From an optimization exercise on the open Yosys and OpenROAD flow, aimed at small area, a short achievable clock period and few clock cycles per item; shortcuts taken in it are not production practice. Function was checked by simulation only, so behaviour that the tests miss may differ from the original.

// ladder4_core
module ladder4_core (
    input  wire        clk,
    input  wire        rst,         
    input  wire        in_valid,
    output wire        in_ready,
    input  wire [31:0] in_x,
    input  wire [31:0] b0,
    input  wire [31:0] b1,
    input  wire [31:0] a1,
    input  wire [31:0] rg,
    input  wire [31:0] wta,
    input  wire [31:0] wtb,
    input  wire [31:0] wtc,
    input  wire [31:0] wtd,
    input  wire [31:0] wte,
    output reg         out_valid,
    output wire [31:0] out_y
);
    localparam [31:0] K_ONE = 32'h3F800000;
    reg  [31:0] s1, o1, o2, o3, o4;
    reg  [31:0] xr, cr, p, h, acc, s, drv;
    reg         xf;                      
    reg  [5:0]  c;                       
    reg         v_s1, v_o1, v_o2, v_o3, v_o4;    
    reg         dr;                      
    reg         tp;                      
    reg         nx;                      
    assign in_ready = ~xf;
    assign out_y    = acc;
    wire [31:0] t2 = (|cr[30:23]) ? {cr[31], cr[30:23] + 8'd1, cr[22:0]} : {cr[31], cr[29:0], 1'b0};
    wire accept = in_valid & ~xf;
    reg  [5:0] cn;
    always @* begin
        if (c == 6'd63)       cn = xf ? 6'd32 : 6'd63;
        else if (c == 6'd37)  cn = 6'd0;
        else if (c == 6'd27)  cn = 6'd0;
        else if (dr && c == 6'd7) cn = 6'd63;
        else                  cn = c + 6'd1;
    end
    wire run_n = (cn[5] == 1'b0);
  ...
==> flow/config.mk <==
export PLATFORM = sky130hd
export DESIGN_NAME = ladder4_core
export DESIGN_NICKNAME = ladder4_core
export VERILOG_FILES = /design/flow/design.v
export SDC_FILE = /design/flow/constraint.sdc
export NUM_CORES = 4
export LEC_CHECK = 0
export ABC_AREA = 1
export CAP_MARGIN = 20
export CORE_MARGIN = 2
export CORE_UTILIZATION = 40
export SLEW_MARGIN = 20
==> flow/constraint.sdc <==
create_clock -name core_clock -period 30.0 [get_ports {clk}]
set_input_delay 6.0000 -clock core_clock [delete_from_list [all_inputs] [get_ports {clk}]]
set_output_delay 6.0000 -clock core_clock [all_outputs]
set_load 0.01 [all_outputs]
standard.sh (not shown) runs the stock make flow with config.mk's settings and CLKGATE_MAP_FILE= SYNTH_SCRIPT=/design/flow/synth_recipe.tcl, a recipe that flattens the netlist after the stock synthesis.
==> flow/flow/run.sh <==
#!/bin/bash
set -euo pipefail
MARGIN=$(cat flow/margin.txt)
bash standard.sh SETUP_SLACK_MARGIN=$MARGIN finish > standard.log 2>&1
==> flow/flow/margin.txt <==
22
Testbench counts at the start, summed over its fixed seeds: cycles 57,856, items 2,048.
Rerun with:
==> flow/flow/margin.txt (replaced) <==
21.5
Core utilization drops by 0.47 points. Global-route usage drops by 0.11 points.

========
ladder4_core, a different RTL version from the one above (not shown whole).
Design ladder4_core, start of the top module:
module ladder4_core (
    input  wire        clk,
    input  wire        rst,         
    input  wire        in_valid,
    output wire        in_ready,
    input  wire [31:0] in_x,
    input  wire [31:0] b0,
    input  wire [31:0] b1,
    input  wire [31:0] a1,
    input  wire [31:0] rg,
    input  wire [31:0] wta,
    input  wire [31:0] wtb,
    input  wire [31:0] wtc,
    input  wire [31:0] wtd,
    input  wire [31:0] wte,
    output reg         out_valid,
    output wire [31:0] out_y
);
clock: 30.0 ns
lec_check: 0
abc_area: 1
cap_margin: 20
core_margin: 2
core_utilization: 40
slew_margin: 20
==> flow/flow/margin.txt <==
22
Scripts as last shown in full above: flow/flow/run.sh
The starting point finished clean.
Testbench counts at the start, summed over its fixed seeds: cycles 57,856, items 2,048.
Edit:
==> flow/flow/run.sh (replaced) <==
#!/bin/bash
set -euo pipefail
MARGIN=$(cat flow/margin.txt)
bash standard.sh SETUP_SLACK_MARGIN=$MARGIN "BUFFER_PORTS_ARGS=-buffer_cell sky130_fd_sc_hd__buf_1" finish > standard.log 2>&1
==> flow/flow/margin.txt (replaced) <==
22.5
--- a/flow/config.mk
+++ b/flow/config.mk
@@ -11 +11,3 @@
-export CORE_UTILIZATION = 40
+export CORE_UTILIZATION = 50
+export CTS_BUF_LIST = sky130_fd_sc_hd__clkbuf_8 sky130_fd_sc_hd__clkbuf_4
+export CTS_CLUSTER_SIZE = 30
Effect:
- The changed run went through all stages and came out clean
- fmax rises by 5.0%
- worst setup slack gets better by 0.38 ns
- design area went down by 1.6%
- clock skew rises by 0.040 ns
Edit:
--- a/flow/config.mk
+++ b/flow/config.mk
@@ -11,3 +11,3 @@
-export CORE_UTILIZATION = 50
-export CTS_BUF_LIST = sky130_fd_sc_hd__clkbuf_8 sky130_fd_sc_hd__clkbuf_4
-export CTS_CLUSTER_SIZE = 30
+export CORE_UTILIZATION = 45
+export CTS_BUF_LIST = sky130_fd_sc_hd__clkbuf_16 sky130_fd_sc_hd__clkbuf_8
+export CTS_CLUSTER_SIZE = 50
Non-clock buffer count went down by 8.
Global-route usage went down by 4.9 points.
Clock-buffer cell count went down by 69.
Edit:
--- a/flow/config.mk
+++ b/flow/config.mk
@@ -12,2 +12,2 @@
-export CTS_BUF_LIST = sky130_fd_sc_hd__clkbuf_16 sky130_fd_sc_hd__clkbuf_8
-export CTS_CLUSTER_SIZE = 50
+export CTS_BUF_LIST = sky130_fd_sc_hd__clkbuf_8 sky130_fd_sc_hd__clkbuf_4
+export CTS_CLUSTER_SIZE = 30
Final area hardly moves.
Global-route usage grows by 0.22 points.
Sequential cell count is unchanged.
Count of clock-buffer cells in the layout came out higher by 80.
Maximum frequency went up by 0.33%.
Final cell count is higher by 0.62%.
Edit:
==> flow/flow/run.sh (replaced) <==
#!/bin/bash
set -euo pipefail
MARGIN=$(cat flow/margin.txt)
bash standard.sh SETUP_SLACK_MARGIN=$MARGIN finish > standard.log 2>&1
--- a/flow/config.mk
+++ b/flow/config.mk
@@ -11 +11 @@
-export CORE_UTILIZATION = 45
+export CORE_UTILIZATION = 40
Die area is higher by roughly a tenth.
Setup slack is worse by 0.047 ns.
First-iteration DRC count came out lower by a little under a tenth.

========
## job 4059
ladder4_core, a different RTL version from the one above (not shown whole).
Size: roughly 7700 cells after synthesis, ~360 I/O pins.
clock: 30.0 ns
lec_check: 0
abc_area: 1
cap_margin: 20
core_margin: 2
core_utilization: 40
slew_margin: 20
run.sh (not shown) runs the stock make flow with config.mk's settings and CLKGATE_MAP_FILE= SYNTH_SCRIPT=/design/flow/synth_recipe.tcl, a recipe that flattens the netlist after the stock synthesis.
Stock flow here: none of the scripts above is used.
Testbench counts of job 4059, summed over its fixed seeds: cycles 57,824, items 2,048.
What job 9977 does differently from job 4059 at the input level:
==> flow/flow/run.sh (new file) <==
#!/bin/bash
set -euo pipefail
MARGIN=$(cat flow/margin.txt)
bash standard.sh SETUP_SLACK_MARGIN=$MARGIN finish > standard.log 2>&1
==> flow/flow/margin.txt (new file) <==
21
==> flow/standard.sh (new file) <==
#!/bin/bash
# synth_recipe.tcl (not shown) runs the flow's synth.tcl, then flattens the netlist and writes it again
# the make line also repeats each setting of config.mk as NAME=value (left out here)
make -C /OpenROAD-flow-scripts/flow DESIGN_CONFIG=/design/flow/config.mk WORK_HOME=/design/flow/orfs CLKGATE_MAP_FILE= SYNTH_SCRIPT=/design/flow/synth_recipe.tcl "${@:-finish}"
removed: flow/run.sh
==> summary.txt <==
In summary, job 9977 completed successfully, with a layout that passed the timing, DRC and antenna checks.
Job 4059 → job 9977: count of inverters other than clock inverters in the layout barely changed; number of buffers and inverters on the critical path -3; register-to-register slack grew by 0.67 ns.
From job 4059 to job 9977 the numbers moved as follows: count of placed standard cells in the final layout, fillers left out was more or less identical; relative area change from synthesis to final layout rose by 0.35 points; final standard cell utilization of the core flat; wire length did not really move.
Diff job 4059 and job 9977: count of antenna diodes in the layout higher in job 4059
Logic depth of the worst setup path including buffers went down by more than 10% going from job 4059 to job 9977.
Changes in job 7163 relative to job 9977:
Settings: an added PLACE_DENSITY of 0.75; a change of CORE_UTILIZATION from 40 to 55.
==> flow/flow/margin.txt <==
23
[summary]
- Job 7163 ended up with fewer standard cells than job 9977.
- Against job 9977, headroom to the max-slew limit in job 7163 came out better.
- Routed wire length, job 9977 and job 7163: lower on job 9977
- Delta (job 7163 minus job 9977): multi-input combinational cell area rose by about 10%; worst hold slack decreased 0.038 ns.
- Relative to job 9977, later-pin clock latency in the skew report has gone down in job 7163.
- Fmax | job 7163 vs job 9977 | job 7163 faster
- Between job 9977 and job 7163, number of vias in the routed layout is lower for job 9977, job 7163 comes in above that.
- Beginning of the critical path: m_o4$_DFF_P_ -> job 7163, cr[3]$_DFF_P_ -> job 9977

========
RTL: one of the versions met above, not the one the previous note started from.
For scale: ~6900 cells after synthesis, about 50000 µm² of cells after synthesis.
==> flow/config.mk <==
export PLATFORM = sky130hd
export DESIGN_NAME = ladder4_core
export DESIGN_NICKNAME = ladder4_core
export VERILOG_FILES = /design/flow/design.v
export SDC_FILE = /design/flow/constraint.sdc
export NUM_CORES = 4
export LEC_CHECK = 0
export ABC_AREA = 1
export CAP_MARGIN = 20
export CORE_MARGIN = 2
export CORE_UTILIZATION = 40
export CTS_BUF_LIST = sky130_fd_sc_hd__clkbuf_8 sky130_fd_sc_hd__clkbuf_4
export CTS_CLUSTER_SIZE = 30
export SLEW_MARGIN = 20
==> flow/constraint.sdc <==
create_clock -name core_clock -period 30.0 [get_ports {clk}]
set_input_delay 6.0000 -clock core_clock [delete_from_list [all_inputs] [get_ports {clk}]]
set_output_delay 6.0000 -clock core_clock [all_outputs]
set_load 0.01 [all_outputs]
standard.sh (not shown) runs the stock make flow with config.mk's settings and CLKGATE_MAP_FILE= SYNTH_SCRIPT=/design/flow/synth_recipe.tcl, a recipe that flattens the netlist after the stock synthesis.
==> flow/flow/run.sh <==
#!/bin/bash
set -euo pipefail
MARGIN=$(cat flow/margin.txt)
bash standard.sh SETUP_SLACK_MARGIN=$MARGIN "BUFFER_PORTS_ARGS=-buffer_cell sky130_fd_sc_hd__buf_2" finish > standard.log 2>&1
==> flow/flow/margin.txt <==
22.5
Testbench counts at the start, summed over its fixed seeds: cycles 57,856, items 2,048.
Then changed:
==> flow/flow/run.sh (replaced) <==
#!/bin/bash
set -euo pipefail
MARGIN=$(cat flow/margin.txt)
bash standard.sh SETUP_SLACK_MARGIN=$MARGIN "BUFFER_PORTS_ARGS=-buffer_cell sky130_fd_sc_hd__buf_1" finish > standard.log 2>&1
Effect: Utilization goes down by 0.32 points; setup slack gains 0.028 ns; synthesized cell count does not change; flip-flop and latch count does not change; critical path depth is unchanged; routed wire length decreases by 1.1%; design area drops by 0.69%.

## port drivers added, routing unchanged
In the flow no input, the clock included, has a driving cell. The finished layouts below were timed again as built, in two steps.
Step 1 (the two cells are an assumption about what drives the block):
set clk [get_ports {clk}]
set_driving_cell -lib_cell sky130_fd_sc_hd__clkbuf_16 $clk
set_driving_cell -lib_cell sky130_fd_sc_hd__buf_2 [delete_from_list [all_inputs] $clk]
Step 2, shift: input delay + t, output delay - t, t = (earliest + latest rising clock arrival at the registers) / 2. This alone moves slack from input paths to output paths.
Three values: ideal, step 1, step 2; two values: the first two.
run | shift t [ns] | slack for setup (ns) | hold WS [ns] | slew at the worst register clock pin (ns) | cell pins on the clock port's net
the first run of note 1 | 0.743 | 22.158 / 22.084 / 21.661 | 0.464 / 0.464 / 0.464 | 0.08 / 0.08 | 1
the second run of note 1 | 0.743 | 21.886 / 21.886 / 21.694 | 0.464 / 0.464 / 0.464 | 0.08 / 0.08 | 1
the first run of note 2 | 0.739 | 22.061 / 21.985 / 21.648 | 0.440 / 0.440 / 0.440 | 0.07 / 0.07 | 1
the second run of note 2 | 0.799 | 22.437 / 22.362 / 21.806 | 0.464 / 0.464 / 0.464 | 0.08 / 0.08 | 1
the third run of note 2 | 0.706 | 22.501 / 22.504 / 21.848 | 0.447 / 0.447 / 0.447 | 0.07 / 0.07 | 1
the fourth run of note 2 | 0.804 | 22.526 / 22.453 / 21.805 | 0.457 / 0.457 / 0.457 | 0.08 / 0.08 | 1
the fifth run of note 2 | 0.810 | 22.479 / 22.402 / 21.790 | 0.446 / 0.446 / 0.446 | 0.08 / 0.08 | 1
job 4059 | 0.746 | 20.890 / 20.890 / 20.890 | 0.454 / 0.454 / 0.454 | 0.07 / 0.07 | 1
job 9977 | 0.752 | 21.560 / 21.560 / 21.029 | 0.451 / 0.451 / 0.451 | 0.07 / 0.07 | 1
job 7163 | 0.716 | 22.490 / 22.466 / 22.112 | 0.413 / 0.413 / 0.413 | 0.07 / 0.07 | 1
the first run of note 4 | 0.823 | 22.432 / 22.356 / 21.956 | 0.458 / 0.458 / 0.458 | 0.09 / 0.09 | 1
the second run of note 4 | 0.808 | 22.460 / 22.391 / 22.276 | 0.457 / 0.457 / 0.457 | 0.07 / 0.07 | 1
After both steps setup and hold are still met in every run listed. The setup slack of the fourth run of note 2, which loses most, moves by -0.073 ns with the drivers and by -0.721 ns with both steps.
